This design comes from an exercise in tuning for small area, a short achievable clock period and few clock cycles per item on the open sky130 flow, not from production work. At most, simulation tests tie the RTL to the original design; equivalence was not proved. Power figures rest on the tool's default switching activity, not on a simulated workload.

main:
// nova16_alu
module nova16_alu (
    input  wire        clk,
    input  wire        rst,         
    input  wire        in_valid,
    output wire        in_ready,
    input  wire [7:0]  op,          
    input  wire        w16,         
    input  wire [15:0] a,           
    input  wire [15:0] b,           
    input  wire [11:0] flags_in,
    output reg         out_valid,
    output reg  [15:0] result,
    output reg         wr,          
    output reg         div_fault,   
    output reg  [11:0] flags_out
);
For scale: roughly 1600 cells after synthesis, ~130 flip-flops, ~88 I/O pins, ~13000 sq um of cells after synthesis.
export LEC_CHECK = 0
export CAP_MARGIN = 20
export CORE_MARGIN = 2
export CORE_UTILIZATION = 40
export SLEW_MARGIN = 20
create_clock -name core_clock -period 13.0 [get_ports {clk}]
standard.sh (not shown) runs the stock make flow with config.mk's settings and CLKGATE_MAP_FILE= SYNTH_SCRIPT=/design/flow/synth_recipe.tcl, a recipe that flattens the netlist after the stock synthesis.
==> flow/flow/run.sh <==
#!/bin/bash
# The standard layout (the standard.sh: ORFS synthesis to finish, same
# settings and constraints), with repair_timing asked to leave extra setup
# slack so that it also works on paths that already meet the 13 ns clock,
# and with plain buffers (instead of delay cells) on the ports.
set -euo pipefail
bash standard.sh SETUP_SLACK_MARGIN=9.0 "BUFFER_PORTS_ARGS=-buffer_cell sky130_fd_sc_hd__buf_2" finish > standard.log 2>&1
Setup changes, main to the feature branch
-- flow/design.v --
<<< main, line 116
    wire [18:0] Mq   = {A, 3'b000};
    wire [2:0]  dign = Mq[{cnt[2:0], 1'b0} +: 3];         
    wire [3:0]  amt = r_amt;
    wire [31:0] rr  = {A, A} << amt;
    wire [15:0] rot = rr[31:16];
>>> the feature branch, line 116
    wire [18:0] Mq   = {A, 3'b000};
    wire [2:0]  dign = Mq[{cnt[2:0], 1'b0} +: 3];         
    wire [3:0]  amt = p2 ? ~cnt : r_amt;
    wire [31:0] rr  = {A, A} << amt;
    wire [15:0] rot = rr[31:16];
<<< main, line 227
        end
        rdy <= rst || (ready ? (!in_valid || !i_lng) : fin_nx);
        if (ready)
            r_amt <= i_rgt ? (4'd0 - i_k) : i_k;
        else if (p1)
            r_amt <= ~cnt1;
        q_and <= (!i_bt && i_c == 4'h8) || (i_bt && op[1:0] == 2'd2);
        q_or  <= (op[1:0] == 2'd1);
>>> the feature branch, line 227
        end
        rdy <= rst || (ready ? (!in_valid || !i_lng) : fin_nx);
        r_amt <= i_rgt ? (4'd0 - i_k) : i_k;
        q_and <= (!i_bt && i_c == 4'h8) || (i_bt && op[1:0] == 2'd2);
        q_or  <= (op[1:0] == 2'd1);
==> comparison <==
- The feature branch reached the final stage; the timing, DRC and antenna checks on its layout passed.
- The feature branch contains more vias than main.
- The feature branch against main: average footprint of a synthesized cell dropped 1.2%; final routed wirelength across all metal layers flat; number of gates resized after cts rose by 36.
- Changes observed in the feature branch relative to main: final non-filler cell area picked up an extra about 4%; reported net switching power neither gained nor lost much.
- Looking only at critical path depth, and setting everything else aside, the higher value of the feature branch and main goes to main.
- Summary of the feature branch over main: sequential cell area in the final layout -1.2%, global-route wire length before repair +2.4 mm, maximum clock rate -1.0%.
Testbench counts of the feature branch, summed over its fixed seeds: cycles 10,466, ops 8,000.
For main, only the layout was checked, not whether the RTL still works.

--- another note on this design; it stands on its own ---

Design nova16_alu, start of the top module:
module nova16_alu (
    input  wire        clk,
    input  wire        rst,         
    input  wire        in_valid,
    output wire        in_ready,
    input  wire [7:0]  op,          
    input  wire        w16,         
    input  wire [15:0] a,           
    input  wire [15:0] b,           
    input  wire [11:0] flags_in,
    output reg         out_valid,
    output reg  [15:0] result,
    output reg         wr,          
    output reg         div_fault,   
    output reg  [11:0] flags_out
);
Size: about 1600 cells after synthesis, roughly 120 flip-flops, roughly 88 I/O pins, ~0.012 mm^2 of cells after synthesis.
Settings: LEC_CHECK=0, CAP_MARGIN=20, CORE_MARGIN=2, CORE_UTILIZATION=40, CTS_BUF_LIST=sky130_fd_sc_hd__clkbuf_4 sky130_fd_sc_hd__clkbuf_8, SLEW_MARGIN=20, TNS_END_PERCENT=20; clock period 13.0 ns.
standard.sh (not shown) runs the stock make flow with config.mk's settings and CLKGATE_MAP_FILE= SYNTH_SCRIPT=/design/flow/synth_recipe.tcl, a recipe that flattens the netlist after the stock synthesis.
==> flow/flow/run.sh <==
#!/bin/bash
# The standard layout (the standard.sh: ORFS synthesis to finish, same
# settings and constraints), with repair_timing asked to leave extra setup
# slack so that it also works on paths that already meet the 13 ns clock,
# and with plain buffers (instead of delay cells) on the ports.
set -euo pipefail
bash standard.sh SETUP_SLACK_MARGIN=9.3 "BUFFER_PORTS_ARGS=-buffer_cell sky130_fd_sc_hd__buf_2" finish > standard.log 2>&1
The baseline finished with timing, DRC and antenna clean.
Testbench counts at the start, summed over its fixed seeds: cycles 10,466, ops 8,000.
Next try:
--- a/flow/flow/run.sh
+++ b/flow/flow/run.sh
@@ -7 +7 @@
-bash standard.sh SETUP_SLACK_MARGIN=9.3 "BUFFER_PORTS_ARGS=-buffer_cell sky130_fd_sc_hd__buf_2" finish > standard.log 2>&1
+bash standard.sh SETUP_SLACK_MARGIN=9.0 "BUFFER_PORTS_ARGS=-buffer_cell sky130_fd_sc_hd__buf_2" finish > standard.log 2>&1
The changed run produced a clean layout; combinational power came out lower by roughly a tenth; synthesized cell count stays the same; sequential power hardly moves; via count drops by a few percent; final area went down by a little under a tenth; clock-buffer cell count does not change; maximum frequency fell by a few percent; utilization is lower by 3.5 points; sequential share of layout area grows by 1.5 points; non-clock buffer count went down by 62; setup slack degrades by 190 ps.
Next try:
CORE_UTILIZATION = 50   (was 40)
TNS_END_PERCENT = not set   (was 20)
What happened: Wire length came out lower by 1.4%; maximum frequency came out lower by 1.4%; setup slack gets worse by 56 ps; sequential power is about the same; synthesized area does not change; sequential share of layout area hardly moves.
Next try:
--- a/flow/flow/run.sh
+++ b/flow/flow/run.sh
@@ -7 +7 @@
-bash standard.sh SETUP_SLACK_MARGIN=9.0 "BUFFER_PORTS_ARGS=-buffer_cell sky130_fd_sc_hd__buf_2" finish > standard.log 2>&1
+bash standard.sh SETUP_SLACK_MARGIN=8.75 "BUFFER_PORTS_ARGS=-buffer_cell sky130_fd_sc_hd__buf_2" finish > standard.log 2>&1
CORE_UTILIZATION = 40   (was 50)
After rerunning: Wire length rose by 0.43%; maximum frequency went down by 3.8%; area after synthesis does not change.
Next try:
--- a/flow/flow/run.sh
+++ b/flow/flow/run.sh
@@ -7 +7 @@
-bash standard.sh SETUP_SLACK_MARGIN=8.75 "BUFFER_PORTS_ARGS=-buffer_cell sky130_fd_sc_hd__buf_2" finish > standard.log 2>&1
+bash standard.sh SETUP_SLACK_MARGIN=9.0 "BUFFER_PORTS_ARGS=-buffer_cell sky130_fd_sc_hd__buf_2" finish > standard.log 2>&1
CTS_BUF_LIST = not set   (was sky130_fd_sc_hd__clkbuf_4 sky130_fd_sc_hd__clkbuf_8)
The changed run completed without violations.
Register-to-register slack gets better by 200 ps.
Routed wire length went up by 1.4%.
Die area stays the same.
Worst hold slack gets worse by 4.4 ps.
Cell area went up by about 3%.
Cell count went up by about 0.5%.
Via count went up by about 1.2%.
Core utilization went up by 1.3 points.
Clock skew went down by 7.0 ps.
Count of clock-buffer cells in the layout does not change.

==> static timing again, ports no longer ideal <==
The flow's constraints put no driver on any port. The routed layouts listed below were extracted and timed again, unchanged, in two steps. Step 1 (the two cells are an assumption about what drives the block):
set clk [get_ports {clk}]
set_driving_cell -lib_cell sky130_fd_sc_hd__clkbuf_16 $clk
set_driving_cell -lib_cell sky130_fd_sc_hd__buf_2 [delete_from_list [all_inputs] $clk]
Step 2 also shifts input and output timing later by t, the mid clock arrival at the registers, as if the neighbouring blocks saw the same clock. a / b / c = no drivers / after step 1 / after step 2; a / b = the first two.
run | t, ns | slack for setup (ns) | worst setup path after step 2 | slew at the worst register clock pin (ns)
main | 0.498 | 9.116 / 9.116 / 8.689 | input to register | 0.07 / 0.07
the feature branch | 0.502 | 9.076 / 9.076 / 8.769 | input to register | 0.07 / 0.07
the first run of note 2 | 0.497 | 9.258 / 9.258 / 8.928 | input to register | 0.10 / 0.10
the second run of note 2 | 0.518 | 9.066 / 9.066 / 8.819 | input to register | 0.10 / 0.10
the third run of note 2 | 0.491 | 9.010 / 9.010 / 9.010 | register to register | 0.10 / 0.10
the fourth run of note 2 | 0.514 | 8.853 / 8.853 / 8.831 | input to register | 0.10 / 0.10
the fifth run of note 2 | 0.490 | 9.058 / 9.058 / 8.817 | input to register | 0.07 / 0.07
After both steps every run listed still meets setup and hold. The setup slack of main, which loses most, moves by 0.000 ns with the drivers and by -0.427 ns with both steps.
